This is an optimization exercise on Yosys and OpenROAD, whose aim is small area, a short achievable clock period and few clock cycles per item, not a production implementation. RTL that was checked went through simulation tests only; none was proved equivalent to the original. Power and IR drop assume default switching activity.

## v31
## dither_core
module dither_core #(
    parameter ACC_CELLS = 24
) (
    input  wire        clk,
    input  wire        rst,           
    input  wire        start,
    input  wire [1:0]  mode,
    input  wire [3:0]  fmt,
    input  wire [15:0] org_x,
    input  wire [15:0] org_y,
    input  wire [15:0] tile_w,
    input  wire [15:0] tile_h,
    output wire        busy,
    input  wire        pix_valid,
    output wire        pix_ready,
    input  wire [7:0]  pix_b0,
    input  wire [7:0]  pix_b1,
    output reg         out_valid,
    input  wire        out_ready,
    output reg         out_dark
);
Size: ~440 flip-flops, roughly 95 I/O pins, ~26000 µm² of cells after synthesis.
clock: 35.0 ns
lec_check: 0
cap_margin: 20
core_margin: 2
core_utilization: 60
slew_margin: 20
standard.sh (not shown) runs the stock make flow with config.mk's settings and CLKGATE_MAP_FILE= SYNTH_SCRIPT=/design/flow/synth_recipe.tcl, a recipe that flattens the netlist after the stock synthesis.
==> flow/flow/run.sh <==
#!/bin/bash
# Standard synthesis, then the standard layout with these changes: the
# port buffers are plain buffers rather than the default delay-cell buffers,
# repair_timing aims for a setup margin (flow/margin.txt) so the paths are
# sized for speed, and the clock tree is built with the options in
# flow/cts_args.txt (no dummy loads, smaller buffers).
set -euo pipefail
MARGIN=$(cat flow/margin.txt)
CTS=$(cat flow/cts_args.txt)
bash standard.sh synth > synth.log 2>&1
bash standard.sh "BUFFER_PORTS_ARGS=-buffer_cell sky130_fd_sc_hd__buf_2" \
    "SETUP_SLACK_MARGIN=$MARGIN" "CTS_ARGS=$CTS" finish > layout.log 2>&1
==> flow/flow/cts_args.txt <==
-sink_clustering_enable -repair_clock_nets -dont_use_dummy_load -buf_list {sky130_fd_sc_hd__clkbuf_8 sky130_fd_sc_hd__clkbuf_16} -sink_clustering_size 20 -sink_clustering_max_diameter 50
==> flow/flow/margin.txt <==
27.0
Testbench counts of v31, summed over its fixed seeds: cycles 29,690, pixels 27,820.
The following lists how v16 was set up differently from v31:
--- a/flow/design.v
+++ b/flow/design.v
@@ -42,20 +42,29 @@
                 tg = wexp(v[10:5], 6, 150);
                 tb = wexp({1'b0, v[4:0]}, 5, 29);
             end
             s = tr + tg + tb;
             luma = (f == 4'd1 || f == 4'd2) ? s[15:8] : b0;
         end
     endfunction
     function [5:0] bayer(input [2:0] row, input [2:0] col);
-        reg [2:0] d;
+        reg [47:0] r;
         begin
-            d = row ^ col;
-            bayer = {d[0], row[0], d[1], row[1], d[2], row[2]};
+            case (row)
+                3'd0: r = {6'd42, 6'd10, 6'd34, 6'd2,  6'd40, 6'd8,  6'd32, 6'd0 };
+                3'd1: r = {6'd26, 6'd58, 6'd18, 6'd50, 6'd24, 6'd56, 6'd16, 6'd48};
+                3'd2: r = {6'd38, 6'd6,  6'd46, 6'd14, 6'd36, 6'd4,  6'd44, 6'd12};
+                3'd3: r = {6'd22, 6'd54, 6'd30, 6'd62, 6'd20, 6'd52, 6'd28, 6'd60};
+                3'd4: r = {6'd41, 6'd9,  6'd33, 6'd1,  6'd43, 6'd11, 6'd35, 6'd3 };
+                3'd5: r = {6'd25, 6'd57, 6'd17, 6'd49, 6'd27, 6'd59, 6'd19, 6'd51};
+                3'd6: r = {6'd37, 6'd5,  6'd45, 6'd13, 6'd39, 6'd7,  6'd47, 6'd15};
+                default: r = {6'd21, 6'd53, 6'd29, 6'd61, 6'd23, 6'd55, 6'd31, 6'd63};
+            endcase
+            bayer = r[col*6 +: 6];
         end
     endfunction
     function [2:0] kcode(input st, input integer p);
         integer dy, dx;
         begin
             if (p < 2) begin
                 dy = 0; dx = p + 1;
             end else if (p < 7) begin
Notes after the runs:
- v16: wire length 4.7% above v31
- [compare] base=v31 new=v16: routed length on met3 down 930 µm; met3 usage in global routing down 1.8 points; total of max-cap violations flat; netlist area before placement up 1.6%.
- Diff v31 -> v16 | iteration count of the initial detailed-routing pass | decrease of 1
- Compared to v31, v16 shows a narrower setup margin.
- v16: simple-gate portion of the synthesized area 0.40 points above v31
- Relative to v31, fraction of area in registers has decreased by 0.39 points in v16.
- Diff v31 -> v16: post-placement setup slack climbed 0.076 ns, final non-filler cell total grew by 61, post-route total power ~0 delta, area taken by multi-input logic gates increased by about 2% relative to the old numbers.
The RTL of v16 was laid out without a check of its function.

========
Setup of 04-07:
Another version of the RTL of dither_core (not shown whole).
Size: ~2,800 cells after synthesis, about 440 flip-flops, ~27,000 um2 of cells after synthesis.
clock: 35.0 ns
lec_check: 0
cap_margin: 20
core_margin: 2
core_utilization: 60
slew_margin: 20
==> flow/flow/run.sh <==
#!/bin/bash
# Standard synthesis, then the standard layout with two changes: the port
# buffers are plain buffers rather than the default delay-cell buffers, and
# repair_timing aims for a setup margin so the paths are sized for speed.
set -euo pipefail
MARGIN=$(cat flow/margin.txt)
bash standard.sh synth > synth.log 2>&1
bash standard.sh "BUFFER_PORTS_ARGS=-buffer_cell sky130_fd_sc_hd__buf_2" \
    "SETUP_SLACK_MARGIN=$MARGIN" finish > layout.log 2>&1
==> flow/flow/margin.txt <==
26.9
Testbench counts of 04-07, summed over its fixed seeds: cycles 29,447, pixels 27,820.
What 09-02 does differently from 04-07 at the input level:
--- a/flow/design.v
+++ b/flow/design.v
@@ -120,28 +120,26 @@
     reg [15:0] colrem;           
     reg [15:0] rowrem;           
     reg [1:0]  cs;               
     reg [2:0]  xb, x0b, yb;
     reg        row0;             
     reg        done_p;           
     reg [1:0]  gap;              
     assign busy      = busy_o;
     assign pix_ready = prdy_o;
     wire take = pix_valid && prdy_r;
     wire [1:0] algo_c = (mode_r[1] && (w_r > (mode_r[0] ? 16'd20 : 16'd22))) ? 2'd0 : mode_r;
-    wire [2:0] wmin   = algo_c[0] ? 3'd5 : 3'd3;   
-    wire       narrow = algo_c[1] && (w_r < {13'd0, wmin});
-    wire [2:0] pad    = wmin - w_r[2:0];       
+    wire       narrow = algo_c[1] && (w_r < 16'd5);
+    wire [2:0] pad    = 3'd5 - w_r[2:0];       
     reg  [1:0] algo;
     reg        narrow_r, short;
-    reg        fs3, fs4;                       
     reg  [4:0] tap;                            
     wire       ed     = algo[1];
     wire       st     = algo[0];
     wire rowend = (colrem == 16'd1);
     reg        l_v;
     reg [7:0]  L_r;
     reg        dk_r;             
     reg        f_m1, f_m2, f_c1, f_c2, f_end, f_fresh;
     wire [7:0] L   = luma(fmt_r, b0_r, b1_r);
     wire [7:0] thr = {bayer(yb, xb), 2'b10};
     reg  signed [7:0] H0, H1, XW0, XW1, XW2;
@@ -165,34 +163,24 @@
     wire signed [7:0] k2 = e3 >>> 5;
     wire signed [7:0] k3 = e3 >>> 6;
     wire signed [7:0] k4 = e >>> 5;
     wire signed [7:0] k5 = e7 >>> 4;
     wire signed [7:0] k6 = e5 >>> 4;
     wire signed [7:0] k7 = e >>> 4;
     wire dark = ed ? ed_dark : dk_r;
     wire [8*12-1:0] kc;
     genvar g;
     generate
         for (g = 0; g < 12; g = g + 1) begin : slot
-            wire [8*3-1:0] cand;         
-            genvar h;
-            for (h = 0; h < 3; h = h + 1) begin : sh
-                if (g + h < 12 && (h == 0 || g > 0))
-                    assign cand[8*h +: 8] = slot_ok(f_c1, f_c2, f_m1, f_m2, g + h) ?
-                        pick(kcode(st, g + h), k1, k2, k3, k4, k5, k6, k7) : 8'd0;
-                else
-                    assign cand[8*h +: 8] = 8'd0;
-            end
-            assign kc[8*g +: 8] = !l_v ? 8'd0 :
-                                  (st || g == 0) ? cand[7:0] :
-                                  fs3 ? cand[23:16] : fs4 ? cand[15:8] : cand[7:0];
+            assign kc[8*g +: 8] = (l_v && slot_ok(f_c1, f_c2, f_m1, f_m2, g)) ?
+                                  pick(kcode(st, g), k1, k2, k3, k4, k5, k6, k7) : 8'd0;
         end
     endgenerate
     wire signed [7:0] d1t = f_fresh ? 8'sd0 : $signed(D1[8*tap +: 8]);
     wire signed [5:0] d2t = (f_fresh || !st) ? 6'sd0 : $signed(D2[6*tap +: 6]);
     wire signed [7:0] src1 = short ? XW0 : d1t;
     wire signed [6:0] src2 = short ? YW0 : d2t;
     reg  v0, d0;                      
     reg  v1, v2, v3, d1, d2, d3;      
     wire drain = v0 && out_ready;
     wire [2:0] cnt  = {2'b00, v0} + {2'b00, v1} + {2'b00, v2} + {2'b00, v3};
     wire X0 = rowend && (rowrem == 16'd1);
@@ -245,24 +233,22 @@
             v2        <= q2v || (l_v && q1v && !q2v);
             v3        <= q3v || (l_v && q2v && !q3v);
         end
         busy_o    <= !rst && (busy_r ? busy_n : start);
         prdy_o    <= !rst && (busy_r ? prdy_n : start && (tile_w != 16'd0) && (tile_h != 16'd0));
         out_valid <= !rst && busy_r && (q0v || l_v);
         out_dark  <= rst ? 1'b0 : (l_v && !q0v) ? dark : q0d;
         b0_r <= pix_b0;
         b1_r <= pix_b1;
         algo     <= algo_c;
         narrow_r <= narrow;
-        fs3      <= (w_r < 16'd4);
-        fs4      <= (w_r == 16'd4);
         short    <= (w_r < 16'd6);             
         tap      <= w_r[4:0] - 5'd6;
         L_r     <= L;
         dk_r    <= (algo == 2'd0) ? !L[7] : (L < thr);
         f_m1    <= !rowend;              
         f_m2    <= (colrem > 16'd2);     
         f_c1    <= (cs != 2'd0);         
         f_c2    <= cs[1];                
         f_end   <= rowend;
         f_fresh <= row0 && (colrem > 16'd2);
         d0 <= (l_v && !q0v) ? dark : q0d;
Findings:
Per the comparison of 09-02 with 04-07, area taken by multi-input logic gates fell by about 3.6%; worst slew slack as a fraction of its limit fell by 5.9 points.
From 04-07 to 09-02 the numbers moved as follows: worst voltage drop across the vdd grid went down about 18%; core utilization went down 0.16 points; non-clock buffer total of the final layout went down 10%; number of inserted diodes went down 1.
Cmp 09-02 vs 04-07: wire length lower in 09-02
Going from 04-07 to 09-02, worst setup slack down 0.013 ns; design area decreased about 2.4%; clock power fell about 1%.
No functional check of the RTL was part of 09-02.

separate check: timing with driven ports:
How much do the figures lean on ideal ports? The routed layouts below were timed once more, with nothing changed but the port constraints.
Step 1 assumes that a clkbuf_16 drives the clock port and a buf_2 every other input.
Step 2 adds t to the input delays and takes it off the output delays; t is the mean of the earliest and latest rising clock arrival at the registers after step 1. Input paths then give back, and output paths get back, about the clock's delay inside the block.
Three values: no drivers, after step 1, after step 2; two values: the first two.
| run | shift t [ns] | setup WS [ns] | slew at the worst register clock pin (ns) | worst slew at a driven data input, ns | pins driven straight from the clock port |
|---|---|---|---|---|---|
| v31 | 0.603 | 27.019 / 26.961 / 26.647 | 0.08 / 0.08 | 0.06 | 1 |
| v16 | 0.612 | 27.012 / 26.950 / 26.698 | 0.08 / 0.08 | 0.05 | 1 |
| 04-07 | 0.647 | 26.985 / 26.924 / 26.601 | 0.07 / 0.07 | 0.07 | 1 |
| 09-02 | 0.645 | 26.972 / 26.912 / 26.650 | 0.07 / 0.07 | 0.06 | 1 |
After both steps setup and hold are still met in every run listed. The setup slack of 04-07, which loses most, moves by -0.061 ns with the drivers and by -0.384 ns with both steps.
